Context: an optimization exercise on an open-source flow, tuned for small area and a short achievable clock period. The choices shown serve that exercise and are no tape-out recipe. Only simulation tests tie the RTL to the original design; equivalence was not proved. Power figures rest on the tool's default switching activity, not on a simulated workload.

## main
Design sqan_rxsync, start of the top module:
module sqan_rxsync (
    input  wire         clk,
    input  wire         rst,                  
    input  wire [1:0]   in_cmd,
    input  wire [15:0]  in_i,
    input  wire [15:0]  in_q,
    input  wire [6:0]   cfg_percent,          
    input  wire [1:0]   cfg_hdr_w,            
    input  wire [11:0]  cfg_header,           
    input  wire         cfg_byte_timing,      
    input  wire [7:0]   cfg_timing_interval,  
    input  wire [4:0]   cfg_slot_bits,        
    input  wire [7:0]   cfg_sync0,            
    input  wire [7:0]   cfg_sync1,            
    input  wire         cfg_screen,           
    input  wire         cfg_esc_en,           
    input  wire [7:0]   cfg_esc_marker,       
    input  wire [7:0]   cfg_esc_xor,          
    input  wire [2:0]   cfg_esc_extra,        
    output reg          flush_valid,
    output reg          flush_emit,
    output reg  [4:0]   flush_n,
    output reg          flush_sync,
    output reg          flush_overflow,
    output reg  [127:0] flush_bytes,          
    output wire         st_searching,
    output wire         st_inverted,
    output wire         st_ignore,
    output wire [4:0]   st_count
);
For scale: roughly 1500 cells after synthesis, about 330 flip-flops, about 250 I/O pins, about 18000 um^2 of cells after synthesis.
Settings: LEC_CHECK=0, CAP_MARGIN=20, CORE_MARGIN=2, CORE_UTILIZATION=40, CTS_BUF_LIST=sky130_fd_sc_hd__clkbuf_4 sky130_fd_sc_hd__clkbuf_8, SLEW_MARGIN=20, SYNTH_HIERARCHICAL=1; clock period 22.0 ns.
standard.sh (not shown) runs the stock make flow with config.mk's settings and CLKGATE_MAP_FILE= SYNTH_SCRIPT=/design/flow/synth_recipe.tcl, a recipe that flattens the netlist after the stock synthesis.
==> flow/flow/run.sh <==
#!/bin/bash
# Standard layout with two changes to how it is optimised:
#  - the port buffers are made from the smallest buffer cell (buffer_ports
#    otherwise picks sky130_fd_sc_hd__clkdlybuf4s50_1); the resizer still
#    upsizes any of them that timing or slew needs;
#  - repair_timing aims for a larger setup slack than the constraint needs, so
#    that it shortens the critical paths (the SDC and clock are unchanged).
set -euo pipefail
export BUFFER_PORTS_ARGS="-buffer_cell sky130_fd_sc_hd__buf_1"
export SETUP_SLACK_MARGIN=15
bash standard.sh > standard_make.log 2>&1
What the feature branch does differently from main at the input level:
- CTS_BUF_LIST no longer set, was sky130_fd_sc_hd__clkbuf_4 sky130_fd_sc_hd__clkbuf_8
### Flow results
Total power consumption of the routed design deteriorates in the feature branch relative to main. Side by side, fraction of power spent switching nets turned out lower in the feature branch than in main. Of main and the feature branch, the feature branch shows the lower static leakage, with main above it. The fraction of cell area in non-clock buffers on main is in line with that on the feature branch. There was hardly any difference in design area between main and the feature branch.

========
sqan_rxsync, a different RTL version from the one above (not shown whole).
Size in the first run: about 330 flip-flops, ~250 I/O pins, roughly 17,000 sq um of cells after synthesis.
==> flow/design.v (excerpt) <==
module sqan_rxsync (
    input  wire         clk,
    input  wire         rst,                  
    input  wire [1:0]   in_cmd,
    input  wire [15:0]  in_i,
    input  wire [15:0]  in_q,
    input  wire [6:0]   cfg_percent,          
    input  wire [1:0]   cfg_hdr_w,            
    input  wire [11:0]  cfg_header,           
    input  wire         cfg_byte_timing,      
    input  wire [7:0]   cfg_timing_interval,  
    input  wire [4:0]   cfg_slot_bits,        
    input  wire [7:0]   cfg_sync0,            
    input  wire [7:0]   cfg_sync1,            
    input  wire         cfg_screen,           
    input  wire         cfg_esc_en,           
    input  wire [7:0]   cfg_esc_marker,       
    input  wire [7:0]   cfg_esc_xor,          
    input  wire [2:0]   cfg_esc_extra,        
    output reg          flush_valid,
    output reg          flush_emit,
    output reg  [4:0]   flush_n,
    output reg          flush_sync,
    output reg          flush_overflow,
    output reg  [127:0] flush_bytes,          
    output wire         st_searching,
    output wire         st_inverted,
    output wire         st_ignore,
    output wire [4:0]   st_count
);
==> flow/config.mk <==
export PLATFORM = sky130hd
export DESIGN_NAME = sqan_rxsync
export DESIGN_NICKNAME = sqan_rxsync
export VERILOG_FILES = /design/flow/design.v
export SDC_FILE = /design/flow/constraint.sdc
export NUM_CORES = 4
export LEC_CHECK = 0
export CAP_MARGIN = 20
export CORE_MARGIN = 2
export CORE_UTILIZATION = 40
export CTS_CLUSTER_DIAMETER = 60
export CTS_CLUSTER_SIZE = 24
export SLEW_MARGIN = 20
export SYNTH_HIERARCHICAL = 1
==> flow/constraint.sdc <==
create_clock -name core_clock -period 22.0 [get_ports {clk}]
set_input_delay 4.4000 -clock core_clock [delete_from_list [all_inputs] [get_ports {clk}]]
set_output_delay 4.4000 -clock core_clock [all_outputs]
set_load 0.01 [all_outputs]
Scripts as last shown in full above: flow/flow/run.sh
The starting point passed the timing, design-rule and antenna checks.
==> next run, changes <==
Settings changed: CTS_CLUSTER_DIAMETER 60 to unset, CTS_CLUSTER_SIZE 24 to unset.
- The changed run passed the timing, design-rule and antenna checks
- cell area goes up by 1.7%
- wire length grows by about 1.2%
- global-route usage rose by 0.39 points
- combinational power stays flat
- die area stays the same
- non-clock buffer count came out lower by 3

========
== build 84 ==
Another version of the RTL of sqan_rxsync (not shown whole).
Size: about 1,300 cells after synthesis, roughly 250 I/O pins, about 0.017 mm^2 of cells after synthesis.
export LEC_CHECK = 0
export CAP_MARGIN = 20
export CORE_MARGIN = 2
export CORE_UTILIZATION = 40
export CTS_CLUSTER_DIAMETER = 70
export CTS_CLUSTER_SIZE = 30
export PLACE_DENSITY = 0.75
export SLEW_MARGIN = 20
export SYNTH_HIERARCHICAL = 1
create_clock -name core_clock -period 22.0 [get_ports {clk}]
==> flow/flow/run.sh <==
#!/bin/bash
# Standard layout with three changes to how it is optimised:
#  - the port buffers are made from the smallest buffer cell (buffer_ports
#    otherwise picks sky130_fd_sc_hd__clkdlybuf4s50_1); the resizer still
#    upsizes any of them that timing or slew needs;
#  - the buffers that synthesis (ABC) put in are removed at floorplan, and the
#    resizer buffers the nets as placement needs;
#  - repair_timing aims for a larger setup slack than the constraint needs, so
#    that it shortens the critical paths (the SDC and clock are unchanged).
set -euo pipefail
export BUFFER_PORTS_ARGS="-buffer_cell sky130_fd_sc_hd__buf_1"
export REMOVE_ABC_BUFFERS=1
export SETUP_SLACK_MARGIN=16
bash standard.sh > standard_make.log 2>&1
For build 45, these inputs were changed with respect to build 84:
- PLACE_DENSITY: 0.75 -> unset
==> flow/flow/run.sh <==
#!/bin/bash
# Standard layout with two changes to how it is optimised:
#  - the port buffers are made from the smallest buffer cell (buffer_ports
#    otherwise picks sky130_fd_sc_hd__clkdlybuf4s50_1); the resizer still
#    upsizes any of them that timing or slew needs;
#  - repair_timing aims for a larger setup slack than the constraint needs, so
#    that it shortens the critical paths (the SDC and clock are unchanged).
set -euo pipefail
export BUFFER_PORTS_ARGS="-buffer_cell sky130_fd_sc_hd__buf_1"
export SETUP_SLACK_MARGIN=15
bash standard.sh > standard_make.log 2>&1
Results
In summary, build 45 completed successfully, with a layout that passed the timing, design-rule and antenna checks.
Build 84: flow completed, timing, DRC and antenna clean
Going from build 84 to build 45, detailed-router iteration count before antenna repair fell 3; critical path depth went up; area occupied by registers stayed essentially flat; total power shrank by about 4%; final critical delay including setup and external delays increased by 0.057 ns relative to the old numbers.
Total length of routed met2 wires came out lower on build 45 than on build 84.
NOTE: proportion of cell area spent on the clock network in build 45 exceeds that of build 84
Non-filler instance count after layout: build 84 vs build 45 — no meaningful difference
Diff build 84 -> build 45 | number of clock buffers in the layout | down by more than 10%
Input-level comparison between build 93 and build 45:
--- a/flow/flow/run.sh
+++ b/flow/flow/run.sh
@@ -1,3 +1,3 @@
 #!/bin/bash
-# Standard layout with two changes to how it is optimised:
+# Standard layout with three changes to how it is optimised:
 #  - the port buffers are made from the smallest buffer cell (buffer_ports
@@ -5,2 +5,4 @@
 #    upsizes any of them that timing or slew needs;
+#  - the buffers that synthesis (ABC) put in are removed at floorplan, and the
+#    resizer buffers the nets as placement needs;
 #  - repair_timing aims for a larger setup slack than the constraint needs, so
@@ -9,2 +11,3 @@
 export BUFFER_PORTS_ARGS="-buffer_cell sky130_fd_sc_hd__buf_1"
+export REMOVE_ABC_BUFFERS=1
 export SETUP_SLACK_MARGIN=15
[summary]
Build 93 has completed all stages; timing, DRC and antenna checks passed.
Wire length on met1: build 93 vs build 45 up about 1.6%
In build 93 relative to build 45, wire length on met2 had gone down by a few percent.
Per the comparison of build 93 with build 45, pin count of the biggest net entering global routing rose by about 11%; global-route usage stayed essentially flat.
Final instance area of build 93 is on par with build 45.
Comparing data arrival time of the critical path for build 45 and build 93, the smaller number came from build 93.
The final reports for build 93 and build 45 show clock share of power higher in the former.
Synthesis-to-layout area growth is higher on build 93
Build 93 has maximum frequency above what build 45 had.
Looking at clock group power, build 93 sits about 3% higher than build 45 does.
Between build 45 and build 93, total power is higher for build 93, build 45 comes in under that.

==> re-timing with driven ports <==
Ports are ideal in the flow. The routed layouts listed here were re-timed in OpenROAD.
Step 1, drivers: a clkbuf_16 drives clk and a buf_2 each remaining input, both assumed.
Step 2 adds t to the input delays and takes it off the output delays; t is the mean of the earliest and latest rising clock arrival at the registers after step 1. Input paths then give back, and output paths get back, about the clock's delay inside the block.
Slacks: ideal / step 1 / step 2; pairs: ideal / step 1.
run | shift t [ns] | slack for setup (ns) | worst hold slack (ns) | latest minus earliest clock arrival (ns)
main | 0.689 | 14.907 / 14.918 / 14.229 | 0.415 / 0.415 / 0.415 | 0.060 / 0.061
the feature branch | 0.606 | 14.864 / 14.876 / 14.270 | 0.414 / 0.414 / 0.414 | 0.030 / 0.030
the first run of note 2 | 0.619 | 14.880 / 14.883 / 14.264 | 0.413 / 0.413 / 0.413 | 0.017 / 0.017
the second run of note 2 | 0.591 | 14.862 / 14.852 / 14.262 | 0.413 / 0.413 / 0.413 | 0.023 / 0.023
build 84 | 0.591 | 14.987 / 14.988 / 14.397 | 0.395 / 0.395 / 0.395 | 0.034 / 0.034
build 45 | 0.605 | 14.930 / 14.932 / 14.327 | 0.407 / 0.407 / 0.407 | 0.022 / 0.023
build 93 | 0.608 | 15.000 / 15.000 / 14.392 | 0.415 / 0.415 / 0.415 | 0.040 / 0.040
After both steps every run listed still meets setup and hold. For main, which loses most, drivers alone change the setup slack by +0.011 ns; drivers and shift together by -0.678 ns.
